From an optimization exercise on the open Yosys and OpenROAD flow, aimed at small area, a short achievable clock period and few clock cycles; shortcuts taken in it are not production practice.
Where RTL was checked, it was by simulation tests only, not by an equivalence proof against the original.
No activity file was given, so power comes from the tool's default toggle rates.

Setup of run 1:
## passende_enc
module passende_enc (
    input  wire        clk,
    input  wire        rst,             
    input  wire [6:0]  cfg_dpg,
    input  wire [1:0]  cfg_round,       
    input  wire [5:0]  cfg_mask_len,
    input  wire [62:0] cfg_mask,
    input  wire        cmd_valid,
    output wire        cmd_ready,
    input  wire [7:0]  cmd,
    input  wire [31:0] op_min,
    input  wire [31:0] op_max,
    input  wire [31:0] op_val,
    input  wire [31:0] op_n,
    output wire        rsp_valid,
    input  wire        rsp_ready,
    output wire [1:0]  rsp_kind,
    output wire [31:0] rsp_cnt,
    output wire        out_valid,
    input  wire        out_ready,
    output wire [7:0]  out_char
);
For scale: roughly 3000 cells after synthesis, roughly 290 flip-flops, ~260 I/O pins.
Settings: LEC_CHECK=0, CAP_MARGIN=20, CORE_MARGIN=2, CORE_UTILIZATION=55, PLACE_DENSITY=0.75, SETUP_SLACK_MARGIN=5, SLEW_MARGIN=20; clock period 10.0 ns.
standard.sh (not shown) runs the stock make flow with config.mk's settings and CLKGATE_MAP_FILE= SYNTH_SCRIPT=/design/flow/synth_recipe.tcl, a recipe that flattens the netlist after the stock synthesis.
==> flow/flow/run.sh <==
#!/bin/bash
set -euo pipefail
bash standard.sh SETUP_SLACK_MARGIN=6 finish > standard_flow.log 2>&1
Run 1: PASS, flow complete, no timing, DRC or antenna violations
### run 1 -> run 2
- a change of PLACE_DENSITY from 0.75 to 0.5
- a change of CORE_UTILIZATION from 55 to 25
Results
Run 2 completed; timing, DRC and antenna clean
Against run 1, the final cell area of run 2 is higher.
Diff run 1 and run 2: share of the cycle needed by the critical path after routing higher in run 1
On total power after layout, run 2 does worse than run 1.
Summary of run 2 over run 1: biggest cell delay along the critical path fell 150 ps, critical path depth in cells rose 3.
No functional check of the RTL was part of any run of this note.

Another version of the RTL of passende_enc (not shown whole).
Size in the first run: ~3300 cells after synthesis, roughly 320 flip-flops, roughly 260 I/O pins, roughly 0.030 sq mm of cells after synthesis.
==> flow/config.mk <==
export PLATFORM = sky130hd
export DESIGN_NAME = passende_enc
export DESIGN_NICKNAME = passende_enc
export VERILOG_FILES = /design/flow/design.v
export SDC_FILE = /design/flow/constraint.sdc
export NUM_CORES = 4
export LEC_CHECK = 0
export ABC_CLOCK_PERIOD_IN_PS = 4000
export CAP_MARGIN = 20
export CORE_MARGIN = 2
export CORE_UTILIZATION = 25
export PLACE_DENSITY = 0.5
export SETUP_SLACK_MARGIN = 5
export SLEW_MARGIN = 20
==> flow/constraint.sdc <==
create_clock -name core_clock -period 10.0 [get_ports {clk}]
set_input_delay 2.0000 -clock core_clock [delete_from_list [all_inputs] [get_ports {clk}]]
set_output_delay 2.0000 -clock core_clock [all_outputs]
set_load 0.01 [all_outputs]
run.sh (not shown) runs the stock make flow with config.mk's settings and CLKGATE_MAP_FILE= SYNTH_SCRIPT=/design/flow/synth_recipe.tcl, a recipe that flattens the netlist after the stock synthesis.
Stock flow here: none of the scripts above is used.
The first run ran to the end with no violations.
Testbench counts at the start, summed over its fixed seeds: cycles 16,110.
==> next run, changes <==
--- a/flow/config.mk
+++ b/flow/config.mk
@@ -6,9 +6,7 @@
 export NUM_CORES = 4
 export LEC_CHECK = 0
-export ABC_CLOCK_PERIOD_IN_PS = 4000
 export CAP_MARGIN = 20
 export CORE_MARGIN = 2
 export CORE_UTILIZATION = 25
 export PLACE_DENSITY = 0.5
-export SETUP_SLACK_MARGIN = 5
 export SLEW_MARGIN = 20
- The changed run passed the timing, design-rule and antenna checks
- power shrinks by a few percent
- synthesized cell count stays the same
- die area does not change
- cell count shrinks by a few percent
- clock power grows by a few percent
- setup slack gets worse by 1.9 ns
- wire length shrinks by a few percent
- via count shrinks by a few percent
- global-route usage shrinks by 0.57 points
- count of clock-buffer cells in the layout shrinks by 1
- critical path depth does not change

passende_enc, a different RTL version from the one above (not shown whole).
Size: ~2,900 cells after synthesis, about 260 I/O pins.
==> flow/design.v (excerpt) <==
module passende_enc (
    input  wire        clk,
    input  wire        rst,             
    input  wire [6:0]  cfg_dpg,
    input  wire [1:0]  cfg_round,       
    input  wire [5:0]  cfg_mask_len,
    input  wire [62:0] cfg_mask,
    input  wire        cmd_valid,
    output wire        cmd_ready,
    input  wire [7:0]  cmd,
    input  wire [31:0] op_min,
    input  wire [31:0] op_max,
    input  wire [31:0] op_val,
    input  wire [31:0] op_n,
    output wire        rsp_valid,
    input  wire        rsp_ready,
    output wire [1:0]  rsp_kind,
    output wire [31:0] rsp_cnt,
    output wire        out_valid,
    input  wire        out_ready,
    output wire [7:0]  out_char
);
    localparam [31:0] POLY = 32'hEDB88320;
    localparam [3:0] S_IDLE = 4'b0001;    
    localparam [3:0] S_PREP = 4'b0010;    
    localparam [3:0] S_RUN  = 4'b0100;    
    localparam [3:0] S_RSP  = 4'b1000;    
    localparam [1:0] M_DATA  = 2'd0;
    localparam [1:0] M_CHECK = 2'd1;
    localparam [1:0] M_PAD   = 2'd2;
    reg [62:0] mask;
  ...
export LEC_CHECK = 0
export CAP_MARGIN = 20
export CORE_MARGIN = 2
export CORE_UTILIZATION = 25
export PLACE_DENSITY = 0.5
export SETUP_SLACK_MARGIN = 5
export SLEW_MARGIN = 20
export TNS_END_PERCENT = 5
create_clock -name core_clock -period 10.0 [get_ports {clk}]
standard.sh (not shown) runs the stock make flow with config.mk's settings and CLKGATE_MAP_FILE= SYNTH_SCRIPT=/design/flow/synth_recipe.tcl, a recipe that flattens the netlist after the stock synthesis.
==> flow/flow/run.sh <==
#!/bin/bash
set -euo pipefail
bash standard.sh SETUP_SLACK_MARGIN=5.35 finish > standard_flow.log 2>&1
==> next run, changes <==
==> flow/flow/run.sh (replaced) <==
#!/bin/bash
set -euo pipefail
bash standard.sh SETUP_SLACK_MARGIN=5.5 finish > standard_flow.log 2>&1
- CTS_CLUSTER_DIAMETER: default -> 80
- CTS_CLUSTER_SIZE: default -> 30
After rerunning:
- area after synthesis is unchanged
- design area barely changes
- setup slack improved by 0.086 ns
- clock power shrinks by about 10%
- total power shrinks by 4.3%
- count of clock-buffer cells in the layout shrinks by 22
==> next run, changes <==
- CTS_CLUSTER_DIAMETER: 80 -> default
- CTS_CLUSTER_SIZE: 30 -> default
The new run completed with no timing, DRC or antenna violations. Design area went up slightly. Sequential power is about the same. Worst setup slack got worse by 0.034 ns.
No run of this note included a check of the RTL's function; only the layout flow was run.

[separate check: timing with driven ports]
Ports are ideal in the flow. The routed layouts listed here were re-timed in OpenROAD.
Step 1 sets driving cells, clkbuf_16 on the clock port and buf_2 on the other inputs (assumed; they add their load-dependent delay and slew).
Step 2 times the ports against the registers' clock, not the clock port: input delays grow and output delays shrink by t, the midpoint of the rising clock arrivals with the driver on.
Slacks: no drivers / after step 1 / after step 2; pairs: no drivers / after step 1.
run | t, ns | setup slack, ns | hold slack, ns | pins driven straight from the clock port
run 1 | 0.633 | 4.876 / 4.876 / 4.693 | 0.490 / 0.490 / 0.490 | 1
run 2 | 0.671 | 5.131 / 5.131 / 4.692 | 0.476 / 0.476 / 0.476 | 1
the first run of note 2 | 0.659 | 3.150 / 3.157 / 2.498 | 0.456 / 0.456 / 0.456 | 1
the second run of note 2 | 0.637 | 1.258 / 1.304 / 0.667 | 0.458 / 0.458 / 0.458 | 1
the first run of note 3 | 0.627 | 5.259 / 5.295 / 4.667 | 0.448 / 0.448 / 0.448 | 1
the second run of note 3 | 0.680 | 5.345 / 5.381 / 4.700 | 0.461 / 0.461 / 0.461 | 1
the third run of note 3 | 0.634 | 5.312 / 5.361 / 4.727 | 0.456 / 0.456 / 0.456 | 1
After both steps every run listed still meets setup and hold. The setup slack of the first run of note 2, which loses most, moves by +0.007 ns with the drivers and by -0.652 ns with both steps.
